Context: an optimization exercise on an open-source flow, tuned for small area, a short achievable clock period and few clock cycles. The choices shown serve that exercise and are no tape-out recipe.
The RTL was checked by simulation tests, not by an equivalence proof against the original design.
No activity file was given, so power comes from the tool's default toggle rates.

job 9596:
==> flow/design.v (excerpt) <==
module feistel_engine (
    input  wire        clk,
    input  wire        rst,         
    input  wire        cmd_valid,
    input  wire [71:0] cmd,
    output wire        cmd_ready,
    output wire [63:0] blk,
    output wire [7:0]  status
);
Size in the first run: roughly 2700 cells after synthesis, ~140 flip-flops, about 0.016 mm^2 of cells after synthesis.
clock: 5.5 ns
lec_check: 0
abc_area: 1
cap_margin: 20
core_margin: 2
core_utilization: 40
place_density: 0.8
setup_slack_margin: 2.75
slew_margin: 20
standard.sh (not shown) runs the stock make flow with config.mk's settings and CLKGATE_MAP_FILE= SYNTH_SCRIPT=/design/flow/synth_recipe.tcl, a recipe that flattens the netlist after the stock synthesis.
==> flow/flow/run.sh <==
#!/bin/bash
export BUFFER_PORTS_ARGS="-buffer_cell sky130_fd_sc_hd__buf_2"
bash standard.sh > standard_flow.log 2>&1
Testbench counts of job 9596, summed over its fixed seeds: cycles 26,762.
## Diff of input files: job 8338 against job 9596
- PLACE_DENSITY no longer set, was 0.8
- SETUP_SLACK_MARGIN now 2.5, was 2.75
==> flow/run.sh (new file) <==
#!/bin/bash
# synth_recipe.tcl (not shown) runs the flow's synth.tcl, then flattens the netlist and writes it again
# the make line also repeats each setting of config.mk as NAME=value (left out here)
make -C /OpenROAD-flow-scripts/flow DESIGN_CONFIG=/design/flow/config.mk WORK_HOME=/design/flow/orfs CLKGATE_MAP_FILE= SYNTH_SCRIPT=/design/flow/synth_recipe.tcl finish
removed: flow/flow/run.sh
removed: flow/standard.sh
==> results.txt <==
Compared with job 9596, in job 8338 number of clock sinks neither gained nor lost much, number of iterations in the first detailed-routing pass lost 1, via count lost about 4.4%.
Setup changes, job 8338 to job 8134
- a change of SETUP_SLACK_MARGIN from 2.5 to 2.75
==> flow/flow/run.sh (new file) <==
#!/bin/bash
export BUFFER_PORTS_ARGS="-buffer_cell sky130_fd_sc_hd__buf_4"
bash standard.sh > standard_flow.log 2>&1
==> flow/standard.sh (new file) <==
#!/bin/bash
# synth_recipe.tcl (not shown) runs the flow's synth.tcl, then flattens the netlist and writes it again
# the make line also repeats each setting of config.mk as NAME=value (left out here)
make -C /OpenROAD-flow-scripts/flow DESIGN_CONFIG=/design/flow/config.mk WORK_HOME=/design/flow/orfs CLKGATE_MAP_FILE= SYNTH_SCRIPT=/design/flow/synth_recipe.tcl "${@:-finish}"
removed: flow/run.sh
## What came out
Both conditions hold for job 8338: the flow ran to the end and the final layout passed the timing, DRC and antenna checks.
Job 8134 closes out successfully: all stages finished, all timing, DRC and antenna checks passed.
Cmp job 8338 and job 8134 / number of nets in the layout / lower: job 8338
Total power of the final layout deteriorates in job 8134 relative to job 8338.
Of the two candidates, job 8338 has the worse worst-case setup margin in the final layout and job 8134 the better one.
In the metrics for job 8338 and job 8134, the one carrying the higher clock skew is job 8338.
Sort job 8338 and job 8134 by count of inserted antenna diode cells asc -> top: job 8338
Final worst-path cycle share for job 8134 is lower than for job 8338.
Taking job 8338 over job 8134, the design area ratio works out to 0.937.

* * *

run A:
Starting RTL as in the previous note.
export LEC_CHECK = 0
export ABC_AREA = 1
export CAP_MARGIN = 20
export CORE_MARGIN = 2
export CORE_UTILIZATION = 50
export SETUP_SLACK_MARGIN = 2.5
export SLEW_MARGIN = 20
create_clock -name core_clock -period 5.5 [get_ports {clk}]
==> flow/flow/run.sh <==
#!/bin/bash
export BUFFER_PORTS_ARGS="-buffer_cell sky130_fd_sc_hd__buf_2"
bash standard.sh > standard_flow.log 2>&1
The flow did not stop early for run A: all stages ran, and the layout cleared the timing, DRC and antenna checks.
Testbench counts of run A, summed over its fixed seeds: cycles 26,762.
For run B, these inputs were changed with respect to run A:
# run A
export LEC_CHECK = 0
export ABC_AREA = 1
export CAP_MARGIN = 20
export CORE_MARGIN = 2
export CORE_UTILIZATION = 50
export SETUP_SLACK_MARGIN = 2.5
export SLEW_MARGIN = 20
create_clock -name core_clock -period 5.5 [get_ports {clk}]
# run B
export LEC_CHECK = 0
export ABC_AREA = 1
export CAP_MARGIN = 20
export CORE_MARGIN = 2
export CORE_UTILIZATION = 40
export SETUP_SLACK_MARGIN = 3.0
export SLEW_MARGIN = 20
create_clock -name core_clock -period 5.5 [get_ports {clk}]
==> flow/run.sh (new file) <==
#!/bin/bash
# synth_recipe.tcl (not shown) runs the flow's synth.tcl, then flattens the netlist and writes it again
# the make line also repeats each setting of config.mk as NAME=value (left out here)
make -C /OpenROAD-flow-scripts/flow DESIGN_CONFIG=/design/flow/config.mk WORK_HOME=/design/flow/orfs CLKGATE_MAP_FILE= SYNTH_SCRIPT=/design/flow/synth_recipe.tcl finish
removed: flow/flow/run.sh
removed: flow/standard.sh
==> results.txt <==
Every run in the comparison, run B and run A, completed the flow with a clean layout.
| worst-skew pair later-pin latency | run B vs run A | ≈ equal |
Comparing run B and run A, largest net degree at the start of global routing is lower on run B.
Via count (lower): run A
Against run A, run B comes in 95% higher on non-clock buffer count.
### run B -> run C
# run B
export LEC_CHECK = 0
export ABC_AREA = 1
export CAP_MARGIN = 20
export CORE_MARGIN = 2
export CORE_UTILIZATION = 40
export SETUP_SLACK_MARGIN = 3.0
export SLEW_MARGIN = 20
create_clock -name core_clock -period 5.5 [get_ports {clk}]
# run C
export LEC_CHECK = 0
export ABC_AREA = 1
export CAP_MARGIN = 20
export CORE_MARGIN = 2
export CORE_UTILIZATION = 40
export SETUP_SLACK_MARGIN = 2.5
export SLEW_MARGIN = 20
create_clock -name core_clock -period 5.5 [get_ports {clk}]
==> flow/flow/run.sh (new file) <==
#!/bin/bash
export BUFFER_PORTS_ARGS="-buffer_cell sky130_fd_sc_hd__buf_4"
bash standard.sh > standard_flow.log 2>&1
==> flow/standard.sh (new file) <==
#!/bin/bash
# synth_recipe.tcl (not shown) runs the flow's synth.tcl, then flattens the netlist and writes it again
# the make line also repeats each setting of config.mk as NAME=value (left out here)
make -C /OpenROAD-flow-scripts/flow DESIGN_CONFIG=/design/flow/config.mk WORK_HOME=/design/flow/orfs CLKGATE_MAP_FILE= SYNTH_SCRIPT=/design/flow/synth_recipe.tcl "${@:-finish}"
removed: flow/run.sh
Results
- Between run B and run C, the global-route total usage across every layer is lower for run C.
- Of run B and run C, the higher final worst hold slack belongs to run B.
- Setup slack (run C over run B): decrease, 0.30 ns
- Looking at run B and run C, the cell count after placement is a wash.

* * *

Starting RTL as in the previous note.
==> flow/config.mk <==
export PLATFORM = sky130hd
export DESIGN_NAME = feistel_engine
export DESIGN_NICKNAME = feistel_engine
export VERILOG_FILES = /design/flow/design.v
export SDC_FILE = /design/flow/constraint.sdc
export NUM_CORES = 4
export LEC_CHECK = 0
export ABC_AREA = 1
export CAP_MARGIN = 20
export CORE_MARGIN = 2
export CORE_UTILIZATION = 40
export PLACE_DENSITY = 0.8
export SETUP_SLACK_MARGIN = 2.5
export SLEW_MARGIN = 20
==> flow/constraint.sdc <==
create_clock -name core_clock -period 5.5 [get_ports {clk}]
set_input_delay 1.1000 -clock core_clock [delete_from_list [all_inputs] [get_ports {clk}]]
set_output_delay 1.1000 -clock core_clock [all_outputs]
set_load 0.01 [all_outputs]
==> flow/flow/run.sh <==
#!/bin/bash
export BUFFER_PORTS_ARGS="-buffer_cell sky130_fd_sc_hd__buf_2"
bash standard.sh > standard_flow.log 2>&1
The first run finished clean.
Testbench counts at the start, summed over its fixed seeds: cycles 26,762.
Rerun with:
- PLACE_DENSITY: 0.8 -> not set
- SETUP_SLACK_MARGIN: 2.5 -> 2.25
Non-clock buffer count is lower by 15.
Count of clock-buffer cells in the layout is higher by 2.
Power climbs by 1.7%.
Final cell count shrinks by 0.53%.
Rerun with:
==> flow/flow/run.sh (replaced) <==
#!/bin/bash
export BUFFER_PORTS_ARGS="-buffer_cell sky130_fd_sc_hd__buf_4"
bash standard.sh > standard_flow.log 2>&1
- ABC_AREA: 1 -> not set
- SETUP_SLACK_MARGIN: 2.25 -> 2.5
Synthesized cell count fell by 19%.
Utilization rises by 1.6 points.
Power falls by 13%.
Combinational power is lower by 53%.

==> re-timing with driven ports <==
In the flow no input, the clock included, has a driving cell. The finished layouts below were timed again as built, in two steps.
Step 1 sets driving cells, clkbuf_16 on the clock port and buf_2 on the other inputs (assumed; they add their load-dependent delay and slew).
Step 2 also shifts input and output timing later by t, the mid clock arrival at the registers, as if the neighbouring blocks saw the same clock.
Three values: no drivers, after step 1, after step 2; two values: the first two.
run | shift t [ns] | setup slack, ns | worst setup path at the end | worst register clock-pin slew, ns | worst slew at a driven data input, ns
job 9596 | 0.522 | 2.615 / 2.615 / 2.139 | input to register | 0.08 / 0.08 | 0.05
job 8338 | 0.536 | 2.485 / 2.454 / 1.999 | input to register | 0.08 / 0.08 | 0.04
job 8134 | 0.537 | 2.634 / 2.634 / 2.203 | input to register | 0.08 / 0.08 | 0.04
run A | 0.521 | 2.363 / 2.363 / 1.973 | input to register | 0.07 / 0.07 | 0.05
run B | 0.532 | 2.725 / 2.725 / 2.220 | input to register | 0.07 / 0.07 | 0.05
run C | 0.536 | 2.424 / 2.424 / 2.015 | input to register | 0.08 / 0.08 | 0.05
the first run of note 3 | 0.520 | 2.408 / 2.416 / 1.919 | input to register | 0.08 / 0.08 | 0.03
the second run of note 3 | 0.542 | 2.197 / 2.229 / 1.689 | input to register | 0.08 / 0.08 | 0.04
the third run of note 3 | 0.495 | 2.337 / 2.351 / 1.856 | input to register | 0.08 / 0.08 | 0.05
After both steps setup and hold are still met in every run listed. The setup slack of the second run of note 3, which loses most, moves by +0.032 ns with the drivers and by -0.508 ns with both steps.
